Context: an optimization exercise on an open-source flow, tuned for small area. The choices shown serve that exercise and are no tape-out recipe.
In this exercise RTL edits were held to simulation tests only and were not proved equivalent to the original.
The clock port is modelled as an ideal driver; clocking choices that lean on that would not hold on a real chip.
Power figures rest on the tool's default switching activity, not on a simulated workload.

== job 8797 ==
==> flow/design.v <==
module bms_crc8_step (
    input  wire [7:0] crc_in,
    input  wire [7:0] data_in,
    output reg  [7:0] crc_out
);
    integer i;
    reg [7:0] a;
    always @(*) begin
        a = crc_in ^ data_in;
        for (i = 0; i < 8; i = i + 1) begin
            if (a[7])
                a = {a[6:0], 1'b0} ^ 8'h07;
            else
                a = {a[6:0], 1'b0};
        end
        crc_out = a;
    end
endmodule
module bms_frame_codec (
    input  wire        clk,
    input  wire        rst,
    input  wire        op_valid,
    output wire        op_ready,
    input  wire [7:0]  op_code,
    input  wire [31:0] op_arg,
    input  wire        hin_valid,
    output wire        hin_ready,
    input  wire [7:0]  hin_data,
    output wire        res_valid,
    input  wire        res_ready,
    output wire [3:0]  res_code,
    output wire [31:0] res_data,
    output wire        hout_valid,
    input  wire        hout_ready,
    output wire [7:0]  hout_data,
    output wire        tx_valid,
    input  wire        tx_ready,
    output wire [7:0]  tx_data,
    input  wire        rx_valid,
    output wire        rx_ready,
    input  wire        rx_tmo,
    input  wire [7:0]  rx_data
);
    localparam [3:0] S_IDLE    = 4'd0;
    localparam [3:0] S_TX_HDR  = 4'd1;      
    localparam [3:0] S_TX_PAY  = 4'd2;      
    localparam [3:0] S_RX_PRE  = 4'd3;      
    localparam [3:0] S_RX_SYNC = 4'd4;      
    localparam [3:0] S_RX_HDR  = 4'd5;      
    localparam [3:0] S_RX_PAY  = 4'd6;      
    localparam [3:0] S_RES     = 4'd7;      
    localparam [3:0] S_RESP    = 4'd8;      
    localparam [3:0] S_POUT    = 4'd9;      
    localparam [1:0] X_OK = 2'd0, X_NP = 2'd1, X_BI = 2'd2, X_BO = 2'd3;
    reg [3:0]  st;
    reg [1:0]  xc;
    reg [31:0] h;         
    reg [7:0]  cnt;
    reg [7:0]  crc_acc;
    reg [7:0]  crc_w;
    reg [7:0]  ph;        
    reg        hv;
    reg [2039:0] ring;    
    wire [7:0] len = h[31:24];
    wire       at_len = (cnt == len);
    wire       aligned = (ph == cnt);
    wire in_rx = (st == S_RX_PRE) || (st == S_RX_SYNC) || (st == S_RX_HDR) || (st == S_RX_PAY);
    reg [7:0] tx_b;
    always @(*) begin
        if (st == S_TX_PAY)
            tx_b = at_len ? crc_w : hin_data;
        else
            tx_b = cnt[3] ? h[7:0] : (cnt[2:0] == 3'd7) ? 8'hF0 : 8'h55;
    end
    assign op_ready   = (st == S_IDLE);
    assign tx_valid   = (st == S_TX_HDR) || ((st == S_TX_PAY) && (at_len || hin_valid));
    assign tx_data    = tx_b;
    assign hin_ready  = (st == S_TX_PAY) && !at_len && tx_ready;
    assign rx_ready   = in_rx && (st != S_RX_PAY || at_len || aligned);
    assign res_valid  = (st == S_RES) || (st == S_RESP);
    assign res_code   = {xc[1] & xc[0], 1'b0, xc[1] ^ xc[0], xc[1]};
    assign res_data   = h;
    assign hout_valid = hv;
    assign hout_data  = h[7:0];
    wire tx_take = tx_valid && tx_ready;
    wire rx_take = rx_valid && rx_ready;
    wire wr      = rx_take && !rx_tmo && (st == S_RX_PAY) && !at_len;
    wire [7:0] crc_x = (st == S_IDLE) ? (crc_acc ^ op_arg[7:0]) : (crc_w ^ (in_rx ? rx_data : tx_b));
    wire [7:0] crc_next;
    bms_crc8_step u_crc (.crc_in(crc_x), .data_in(8'h00), .crc_out(crc_next));
    wire [7:0] crc_acc_next = crc_next, crc_w_next = crc_next;
    always @(posedge clk) begin
        ring <= {ring[2031:0], ring[2039:2032]};
        if (wr)
            ring[15:8] <= rx_data;
    end
    always @(posedge clk) begin
        if (rst || ph == 8'd254)
            ph <= 8'd0;
        else
            ph <= ph + 8'd1;
    end
    always @(posedge clk) begin
        if (rst) begin
            st      <= S_IDLE;
            crc_acc <= 8'h00;
            hv      <= 1'b0;
        end else begin
            case (st)
            S_IDLE: if (op_valid) begin
                cnt   <= 8'd3;
                crc_w <= 8'h00;
                xc    <= X_OK;
                st    <= S_RES;
                case (op_code)
                8'h00: begin
                    crc_acc <= 8'h00;
                    h       <= 32'd0;
                end
                8'h01: begin
                    crc_acc <= crc_acc_next;
                    h       <= {24'd0, crc_acc_next};
                end
                8'h03: begin
                    h <= op_arg;
                    if (op_arg[6:0] != 7'd0) begin
                        xc <= X_BI;
                        h  <= {24'd0, op_arg[7:0]};
                    end else begin
                        st <= S_TX_HDR;
                    end
                end
                8'h04: st <= S_RX_PRE;
                default: begin
                    xc <= X_BO;
                    h  <= {24'd0, op_code};
                end
                endcase
            end
            S_TX_HDR: if (tx_ready) begin
                cnt <= cnt + 8'd1;
                if (cnt[3]) begin
                    crc_w <= crc_w_next;
                    h     <= {h[7:0], h[31:8]};
                end
                if (cnt[3] && cnt[1:0] == 2'd3) begin
                    cnt <= 8'd0;
                    st  <= S_TX_PAY;
                end
            end
            S_TX_PAY: if (tx_take) begin
                if (at_len) begin
                    h  <= {23'd0, {1'b0, len} + 9'd10};
                    st <= S_RES;
                end else begin
                    crc_w <= crc_w_next;
                    cnt   <= cnt + 8'd1;
                end
            end
            S_RX_PRE, S_RX_SYNC, S_RX_HDR, S_RX_PAY: if (rx_take) begin
                if (rx_tmo) begin
                    xc <= X_NP;
                    h  <= {31'd0, st != S_RX_PRE};
                    st <= S_RES;
                end else begin
                    case (st)
                    S_RX_PRE: if (rx_data == 8'h55) st <= S_RX_SYNC;
                    S_RX_SYNC: begin
                        cnt <= 8'd0;
                        if (rx_data == 8'hF0) begin
                            st <= S_RX_HDR;
                        end else if (rx_data != 8'h55) begin
                            xc <= X_NP;
                            h  <= 32'd2;
                            st <= S_RES;
                        end
                    end
                    S_RX_HDR: begin
                        h     <= {rx_data, h[31:16], h[15], 7'd0};
                        crc_w <= crc_w_next;
                        cnt   <= cnt + 8'd1;
                        if (cnt[1:0] == 2'd3) begin
                            cnt <= 8'd0;
                            st  <= S_RX_PAY;
                        end
                    end
                    default: begin  
                        if (at_len) begin
                            cnt <= 8'd0;
                            if (crc_w_next == 8'h00) begin
                                st <= S_RESP;
                            end else begin
                                xc <= X_NP;
                                h  <= 32'd3;
                                st <= S_RES;
                            end
                        end else begin
                            crc_w <= crc_w_next;
                            cnt   <= cnt + 8'd1;
                        end
                    end
                    endcase
                end
            end
            S_RES: if (res_ready) st <= S_IDLE;
            S_RESP: if (res_ready) st <= S_POUT;
            default: begin  
                if ((!hv || hout_ready) && at_len) begin
                    hv <= 1'b0;
                    st <= S_IDLE;
                end else if ((!hv || hout_ready) && aligned) begin
                    h[7:0] <= ring[7:0];
                    hv     <= 1'b1;
                    cnt    <= cnt + 8'd1;
                end else if (hout_ready) begin
                    hv <= 1'b0;
                end
            end
            endcase
        end
    end
endmodule
export LEC_CHECK = 0
export CAP_MARGIN = 20
export CORE_MARGIN = 2
export CORE_UTILIZATION = 50
export PLACE_DENSITY = 0.9
export SLEW_MARGIN = 20
create_clock -name core_clock -period 10.0 [get_ports {clk}]
standard.sh (not shown) runs the stock make flow with config.mk's settings and CLKGATE_MAP_FILE= SYNTH_SCRIPT=/design/flow/synth_recipe.tcl, a recipe that flattens the netlist after the stock synthesis.
==> flow/flow/run.sh <==
#!/bin/bash
# Standard ORFS layout (the standard.sh), with these changes:
#  - port buffers: buf_1 cells;
#  - clock tree: clkbuf_16 buffers, no dummy loads, and the sink clustering
#    picked from a few candidates: after placement each candidate tree is
#    built on the placed design, and the one adding the least area whose
#    worst flip-flop clock-pin slew (placement parasitics) is at most
#    SLEW_CAP ns is used for the real clock tree.
set -euo pipefail
BUF="BUFFER_PORTS_ARGS=-buffer_cell sky130_fd_sc_hd__buf_1"
BASE="-sink_clustering_enable -repair_clock_nets -dont_use_dummy_load -buf_list sky130_fd_sc_hd__clkbuf_16"
SLEW_CAP=0.118
RES=orfs/results/$FLOW_PLATFORM/bms_frame_codec/base

bash standard.sh "$BUF" place > flow_place.log 2>&1

CANDS=("-sink_clustering_size 34 -sink_clustering_max_diameter 80"
       "-sink_clustering_size 32 -sink_clustering_max_diameter 80"
       "-sink_clustering_size 32 -sink_clustering_max_diameter 60"
       "-sink_clustering_size 30 -sink_clustering_max_diameter 80"
       "-sink_clustering_size 28 -sink_clustering_max_diameter 100"
       "-sink_clustering_size 24 -sink_clustering_max_diameter 60")
pids=()
for i in "${!CANDS[@]}"; do
  TRIAL_DB=$RES/3_place.odb TRIAL_SDC=$RES/3_place.sdc TRIAL_CTS_ARGS="$BASE ${CANDS[$i]}" \
    openroad -no_init -threads 1 -exit flow/cts_trial.tcl > flow_cts_trial_$i.log 2>&1 &
  pids+=($!)
  if (( ${#pids[@]} >= NUM_CORES )); then wait "${pids[0]}" || true; pids=("${pids[@]:1}"); fi
done
wait || true

best=""; best_area=""
for i in "${!CANDS[@]}"; do
  r=$(grep -h "^TRIAL_RESULT" flow_cts_trial_$i.log | tail -1 || true)
  [[ -z "$r" ]] && continue
  area=$(echo "$r" | awk '{print $2}'); slew=$(echo "$r" | awk '{print $3}')
  echo "candidate $i: ${CANDS[$i]} area $area slew $slew" >> flow_cts_pick.log
  if awk -v s="$slew" -v c="$SLEW_CAP" 'BEGIN{exit !(s <= c)}'; then
    if [[ -z "$best" ]] || awk -v a="$area" -v b="$best_area" 'BEGIN{exit !(a < b)}'; then
      best=$i; best_area=$area
    fi
  fi
done
[[ -z "$best" ]] && best=$(( ${#CANDS[@]} - 1 ))
echo "picked $best: ${CANDS[$best]}" >> flow_cts_pick.log

bash standard.sh "$BUF" "CTS_ARGS=$BASE ${CANDS[$best]}" finish > flow_make.log 2>&1
Other scripts of this flow, unchanged in this note and not shown: flow/flow/cts_trial.tcl
Job 8797 has completed all stages; timing, DRC and antenna checks passed.
[inputs] job 4455 vs job 8797
diff --git a/flow/design.v b/flow/design.v
--- a/flow/design.v
+++ b/flow/design.v
@@ -50,17 +50,17 @@
     localparam [3:0] S_RX_PAY  = 4'd6;      
     localparam [3:0] S_RES     = 4'd7;      
     localparam [3:0] S_RESP    = 4'd8;      
     localparam [3:0] S_POUT    = 4'd9;      
+    localparam [3:0] S_POUTF   = 4'd10;     
     localparam [1:0] X_OK = 2'd0, X_NP = 2'd1, X_BI = 2'd2, X_BO = 2'd3;
     reg [3:0]  st;
     reg [1:0]  xc;
     reg [31:0] h;         
     reg [7:0]  cnt;
     reg [7:0]  crc_acc;
     reg [7:0]  crc_w;
     reg [7:0]  ph;        
-    reg        hv;
     reg [2039:0] ring;    
     wire [7:0] len = h[31:24];
     wire       at_len = (cnt == len);
     wire       aligned = (ph == cnt);
@@ -79,17 +79,16 @@
     assign rx_ready   = in_rx && (st != S_RX_PAY || at_len || aligned);
     assign res_valid  = (st == S_RES) || (st == S_RESP);
     assign res_code   = {xc[1] & xc[0], 1'b0, xc[1] ^ xc[0], xc[1]};
     assign res_data   = h;
-    assign hout_valid = hv;
+    assign hout_valid = (st == S_POUTF);
     assign hout_data  = h[7:0];
     wire tx_take = tx_valid && tx_ready;
     wire rx_take = rx_valid && rx_ready;
     wire wr      = rx_take && !rx_tmo && (st == S_RX_PAY) && !at_len;
-    wire [7:0] crc_x = (st == S_IDLE) ? (crc_acc ^ op_arg[7:0]) : (crc_w ^ (in_rx ? rx_data : tx_b));
-    wire [7:0] crc_next;
-    bms_crc8_step u_crc (.crc_in(crc_x), .data_in(8'h00), .crc_out(crc_next));
-    wire [7:0] crc_acc_next = crc_next, crc_w_next = crc_next;
+    wire [7:0] crc_acc_next, crc_w_next;
+    bms_crc8_step u_crc_acc (.crc_in(crc_acc), .data_in(op_arg[7:0]), .crc_out(crc_acc_next));
+    bms_crc8_step u_crc_w   (.crc_in(crc_w),   .data_in(in_rx ? rx_data : tx_b), .crc_out(crc_w_next));
     always @(posedge clk) begin
         ring <= {ring[2031:0], ring[2039:2032]};
         if (wr)
             ring[15:8] <= rx_data;
@@ -103,9 +102,8 @@
     always @(posedge clk) begin
         if (rst) begin
             st      <= S_IDLE;
             crc_acc <= 8'h00;
-            hv      <= 1'b0;
         end else begin
             case (st)
             S_IDLE: if (op_valid) begin
                 cnt   <= 8'd3;
@@ -186,9 +184,9 @@
                     end
                     default: begin  
                         if (at_len) begin
                             cnt <= 8'd0;
-                            if (crc_w_next == 8'h00) begin
+                            if (rx_data == crc_w) begin
                                 st <= S_RESP;
                             end else begin
                                 xc <= X_NP;
                                 h  <= 32'd3;
@@ -204,17 +202,18 @@
             end
             S_RES: if (res_ready) st <= S_IDLE;
             S_RESP: if (res_ready) st <= S_POUT;
             default: begin  
-                if ((!hv || hout_ready) && at_len) begin
-                    hv <= 1'b0;
-                    st <= S_IDLE;
-                end else if ((!hv || hout_ready) && aligned) begin
-                    h[7:0] <= ring[7:0];
-                    hv     <= 1'b1;
-                    cnt    <= cnt + 8'd1;
-                end else if (hout_ready) begin
-                    hv <= 1'b0;
+                if (st == S_POUT || hout_ready) begin
+                    if (at_len) begin
+                        st <= S_IDLE;
+                    end else if (aligned) begin
+                        h[7:0] <= ring[7:0];
+                        st     <= S_POUTF;
+                        cnt    <= cnt + 8'd1;
+                    end else begin
+                        st <= S_POUT;
+                    end
                 end
             end
             endcase
         end
Findings:
Job 4455 vs job 8797: number of standard cells in the final layout excluding fillers down
Between job 4455 and job 8797, it is job 4455 whose critical path's largest stage delay is lower, by 0.05 ns.
Post-synthesis instance area was lower in the run labelled job 4455.
Combinational power share in job 4455 vs job 8797: down 2.7 points
Summary of job 4455 over job 8797: final-layout clock buffer total -1; met2 wire length -2500 um; total power divided by cell area -7.5 nW/um2; final-layout fill cell count ~0 delta.
Job 8797 has a lower post-synthesis area per instance than job 4455.
Area added between synthesis and finish (job 4455 over job 8797): decrease, 0.24 points
Job 4455 against job 8797: setup slack saw a decrease, total power saw a decrease.
Total detailed-routing wirelength: job 4455 vs job 8797 down about 11%

## separate check: timing with driven ports
The flow's constraints put no driver on any port. The routed layouts listed below were extracted and timed again, unchanged, in two steps.
Step 1 assumes that a clkbuf_16 drives the clock port and a buf_2 every other input.
Step 2, shift: input delay + t, output delay - t, t = (earliest + latest rising clock arrival at the registers) / 2. This alone moves slack from input paths to output paths.
Three values: ideal, step 1, step 2; two values: the first two.
run | t (ns) | setup slack, ns | worst setup path after step 2 | latest minus earliest clock arrival (ns) | cell pins on the clock port's net
job 8797 | 0.681 | 4.525 / 4.462 / 4.227 | input to register | 0.092 / 0.091 | 1
job 4455 | 0.677 | 4.433 / 4.368 / 5.031 | input to output | 0.073 / 0.072 | 1
After both steps setup and hold are still met in every run listed. For job 8797, which loses most, drivers alone change the setup slack by -0.063 ns; drivers and shift together by -0.298 ns.
